This is an optimization exercise on Yosys and OpenROAD, whose aim is small area, a short achievable clock period and few clock cycles, not a production implementation.
Where RTL was checked, it was by simulation tests only, not by an equivalence proof against the original.
Power and IR drop assume default switching activity.

// lwc_spe
module lwc_spe (
    input  wire       clk,
    input  wire       rst,             
    input  wire       req_valid,
    output wire       req_ready,
    input  wire [1:0] req_op,          
    input  wire [7:0] req_in_len,
    input  wire [7:0] req_key_len,
    input  wire [7:0] req_ad_len,
    input  wire [7:0] req_nonce_len,   
    output reg  [1:0] buf_sel,         
    output reg  [7:0] buf_addr,
    input  wire [7:0] buf_data,
    output wire       res_valid,
    input  wire       res_ready,
    output wire [7:0] res_data,
    output wire       rsp_valid,
    input  wire       rsp_ready,
    output reg        rsp_ok,
    output reg  [3:0] rsp_err_class,
    output reg  [3:0] rsp_err_stage,
    output reg  [7:0] rsp_err_code,
    output wire       rsp_err_known,
    output reg        rsp_trace_valid,
    output reg        rsp_flags_valid,
    output reg        rsp_key_is_done,
    output reg        rsp_input_min_len,
    output wire       tx_valid,
    input  wire       tx_ready,
    output reg  [7:0] tx_data,
    output wire       tx_last,
    output wire       link_flush,
    input  wire       rx_valid,
    output wire       rx_ready,
    input  wire [7:0] rx_data,
    input  wire       rx_last,
    input  wire       rx_empty,        
    output wire       inst_arm,
    output wire       cap_req,
    input  wire       cap_done,
    input  wire       cap_timeout,
    output wire       inst_trace,
    output wire       ent_req,
    input  wire [7:0] ent_data
);
Size in the first run: about 2200 cells after synthesis, roughly 0.042 mm² of cells after synthesis.
Settings: LEC_CHECK=0, CAP_MARGIN=20, CORE_MARGIN=2, CORE_UTILIZATION=40, SETUP_SLACK_MARGIN=4.5, SLEW_MARGIN=20; clock period 7.0 ns.
standard.sh (not shown) runs the stock make flow with config.mk's settings and CLKGATE_MAP_FILE= SYNTH_SCRIPT=/design/flow/synth_recipe.tcl, a recipe that flattens the netlist after the stock synthesis.
==> flow/flow/run.sh <==
#!/bin/bash
# The standard layout, with two changes to how the ports are buffered: each port
# gets a sky130_fd_sc_hd__buf_2 instead of the smallest buffer, and timing repair
# may resize cells across footprints. Every tool's output goes to flow_make.log
# here (and ORFS's own per-step logs under orfs/logs/).
set -euo pipefail
bash standard.sh MATCH_CELL_FOOTPRINT=0 \
    "BUFFER_PORTS_ARGS=-buffer_cell sky130_fd_sc_hd__buf_2" finish > flow_make.log 2>&1
Testbench counts at the start, summed over its fixed seeds: cycles 73,899.
Rerun with:
--- a/flow/design.v
+++ b/flow/design.v
@@ -81,24 +81,24 @@
     reg  [2:0] cnt;           
     reg        tag_r, tag_e, tag_t;
     reg        b3_zero, b3_eq, b3_known, b4_nz;
     reg  [7:0] d1, d2, d3;
     reg  [7:0] nchunk;
     reg  [7:0] wr_ptr;        
     reg        ovf;
     reg  [7:0] res_mem [0:127];
     reg        msh;           
     reg        fetch;         
     reg  [1:0] mph;           
-    reg  [3:0] pad;           
-    reg  [2:0] tap;
+    reg  [2:0] pad;           
+    reg  [3:0] tap;
     reg  [7:0] sp;            
     reg  [1:0] occ;           
     assign req_ready     = req_ready_r;
     assign rsp_valid     = rsp_valid_r;
     assign link_flush    = link_flush_r;
     assign inst_arm      = inst_arm_r;
     assign inst_trace    = inst_trace_r;
     assign cap_req       = cap_req_r;
     assign ent_req       = ent_req_r;
     assign rx_ready      = rx_ready_r;
     assign res_valid     = res_valid_r;
@@ -117,23 +117,23 @@
     wire       rx_beat  = rx_valid & rx_ready_r;
     wire       rx_byte  = rx_beat & ~rx_empty;
     wire       rx_end   = rx_beat & (rx_empty | rx_last);
     wire       filled   = ~rx_empty & (cnt >= 3'd3);
     wire       ge6      = cnt >= 3'd5;
     wire       ge7      = cnt == 3'd6;
     wire       drain    = (step == ST_PERF);
     wire       wr_now   = rx_byte & drain & tag_r & (cnt >= 3'd5);
     wire       ovf_fin  = ovf | (wr_now & wr_ptr[7]);
     wire       stored   = (drain & rx_ready_r & ~tag_r & (cnt >= 3'd2)) |
                           (step == ST_FACK) | (step == ST_CAP) | (step == ST_TRACE);
-    wire [3:0] mis      = wr_ptr[3:0] + pad;
+    wire [2:0] mis      = wr_ptr[2:0] + pad;
     wire [7:0] wr_m1    = wr_ptr - 8'd1;
     wire       res_take = res_valid_r & res_ready;
     wire [1:0] occ_nx   = occ + {1'b0, fetch} - {1'b0, res_take};
     wire       fetch_nx = (mph == 2'd2) & (wr_ptr != 8'd0) & (occ_nx <= 2'd1);
     reg  [3:0] ack_stage;
     always @(*) begin
         case (step)
             ST_IN:   ack_stage = G_SET_INPUT;
             ST_KEY:  ack_stage = G_SET_KEY;
             ST_AD:   ack_stage = G_SET_AD;
             ST_FACK: ack_stage = G_FINAL_ACK;
@@ -150,23 +150,23 @@
     end
     wire [1:0] fcnt_nx  = fcnt - {1'b0, pop} + {1'b0, ent_req_r};
     wire [4:0] draws_nx = draws - {4'd0, ent_req_r};
     integer k;
     always @(posedge clk) begin
         if (msh) begin
             res_mem[0] <= d3;
             for (k = 1; k < 128; k = k + 1)
                 res_mem[k] <= res_mem[k - 1];
         end
     end
-    wire [7:0] tap_byte = res_mem[{tap, 4'd15}];
+    wire [7:0] tap_byte = res_mem[{tap, 3'd7}];
     task fail;
         input [3:0] cls;
         input [3:0] stg;
         input       keep;       
         input       known;
         begin
             rsp_ok            <= 1'b0;
             rsp_err_class     <= cls;
             rsp_err_stage     <= stg;
             if (!keep) rsp_err_code <= 8'h00;
             rsp_err_known_r   <= known;
@@ -266,32 +266,32 @@
                     tx_last_r  <= (plen == 8'd1);
                     plen       <= plen - 8'd1;
                     buf_addr   <= buf_addr + 8'd1;
                     tx_valid_r <= 1'b1;
                 end else begin
                     tx_valid_r <= 1'b0;
                 end
             end
             msh   <= 1'b0;
             fetch <= fetch_nx;
             occ   <= occ_nx;
-            if (mph == 2'd0) tap <= wr_m1[6:4];
+            if (mph == 2'd0) tap <= wr_m1[6:3];
             if (fetch_nx) begin
                 msh    <= 1'b1;
                 wr_ptr <= wr_ptr - 8'd1;
             end
-            if (mph == 2'd0 && stored) mph <= (mis == 4'd0) ? 2'd2 : 2'd1;
+            if (mph == 2'd0 && stored) mph <= (mis == 3'd0) ? 2'd2 : 2'd1;
             if (mph == 2'd1) begin
                 msh <= 1'b1;
-                pad <= pad + 4'd1;
-                if (mis == 4'd15) mph <= 2'd2;
+                pad <= pad + 3'd1;
+                if (mis == 3'd7) mph <= 2'd2;
             end
             if (fetch) begin
                 if (occ != 2'd0 && !(occ == 2'd1 && res_take)) sp <= tap_byte;
                 else                                           res_data_r <= tap_byte;
             end
             if (res_take && occ == 2'd2) res_data_r <= sp;
             if (rx_byte) begin
                 if (cnt != 3'd6) cnt <= cnt + 3'd1;
                 if (cnt == 3'd1) begin
                     rsp_err_code <= rx_data;
                     tag_r <= (rx_data == T_R);
@@ -435,23 +435,23 @@
             case (step)
             ST_IDLE: begin
                 op              <= req_op;
                 key_len         <= req_key_len;
                 ad_len          <= req_ad_len;
                 nonce_len       <= req_nonce_len;
                 rem             <= req_in_len;
                 nchunk          <= 8'd0;
                 wr_ptr          <= 8'd0;
                 ovf             <= 1'b0;
                 mph             <= 2'd0;
-                pad             <= 4'd0;
+                pad             <= 3'd0;
                 fetch           <= 1'b0;
                 occ             <= 2'd0;
                 rsp_ok          <= 1'b1;
                 rsp_err_class   <= 4'd0;
                 rsp_err_stage   <= 4'd0;
                 rsp_err_known_r <= 1'b0;
                 rsp_trace_valid <= (req_op == OP_ENC) || (req_op == OP_HASH);
                 rsp_flags_valid <= (req_op == OP_STATUS);
                 rsp_key_is_done   <= 1'b0;
                 rsp_input_min_len <= 1'b0;
                 tx_data         <= (req_op == OP_STATUS) ? T_S : T_I;
Effect: Total power grows by about 2.7%. Via count grows by about 4%. Final area grows by 1.1%. Worst setup slack gets better by 0.18 ns. Sequential cell count is unchanged. Critical path depth stays the same. Routed wire length grows by about 10%.
The RTL of the second run of this note was laid out without a check of its function.

[port drivers added, routing unchanged]
Ports are ideal in the flow. The routed layouts listed here were re-timed in OpenROAD. Step 1 sets driving cells, clkbuf_16 on the clock port and buf_2 on the other inputs (assumed; they add their load-dependent delay and slew). Step 2 moves the port delays by t, midway between the first and last clock arrival at a register: inputs arrive t later, outputs are due t later. That takes back most of the time a late clock gives input paths. a / b / c = ideal ports / drivers / drivers and shift; a / b = the first two.
| run | t, ns | setup slack, ns | hold WS [ns] |
|---|---|---|---|
| the first run | 0.744 | 4.029 / 4.052 / 3.308 | 0.400 / 0.400 / 0.400 |
| the second run | 0.750 | 4.210 / 4.187 / 3.463 | 0.379 / 0.379 / 0.379 |
After both steps setup and hold are still met in every run listed. The setup slack of the second run, which loses most, moves by -0.023 ns with the drivers and by -0.747 ns with both steps.
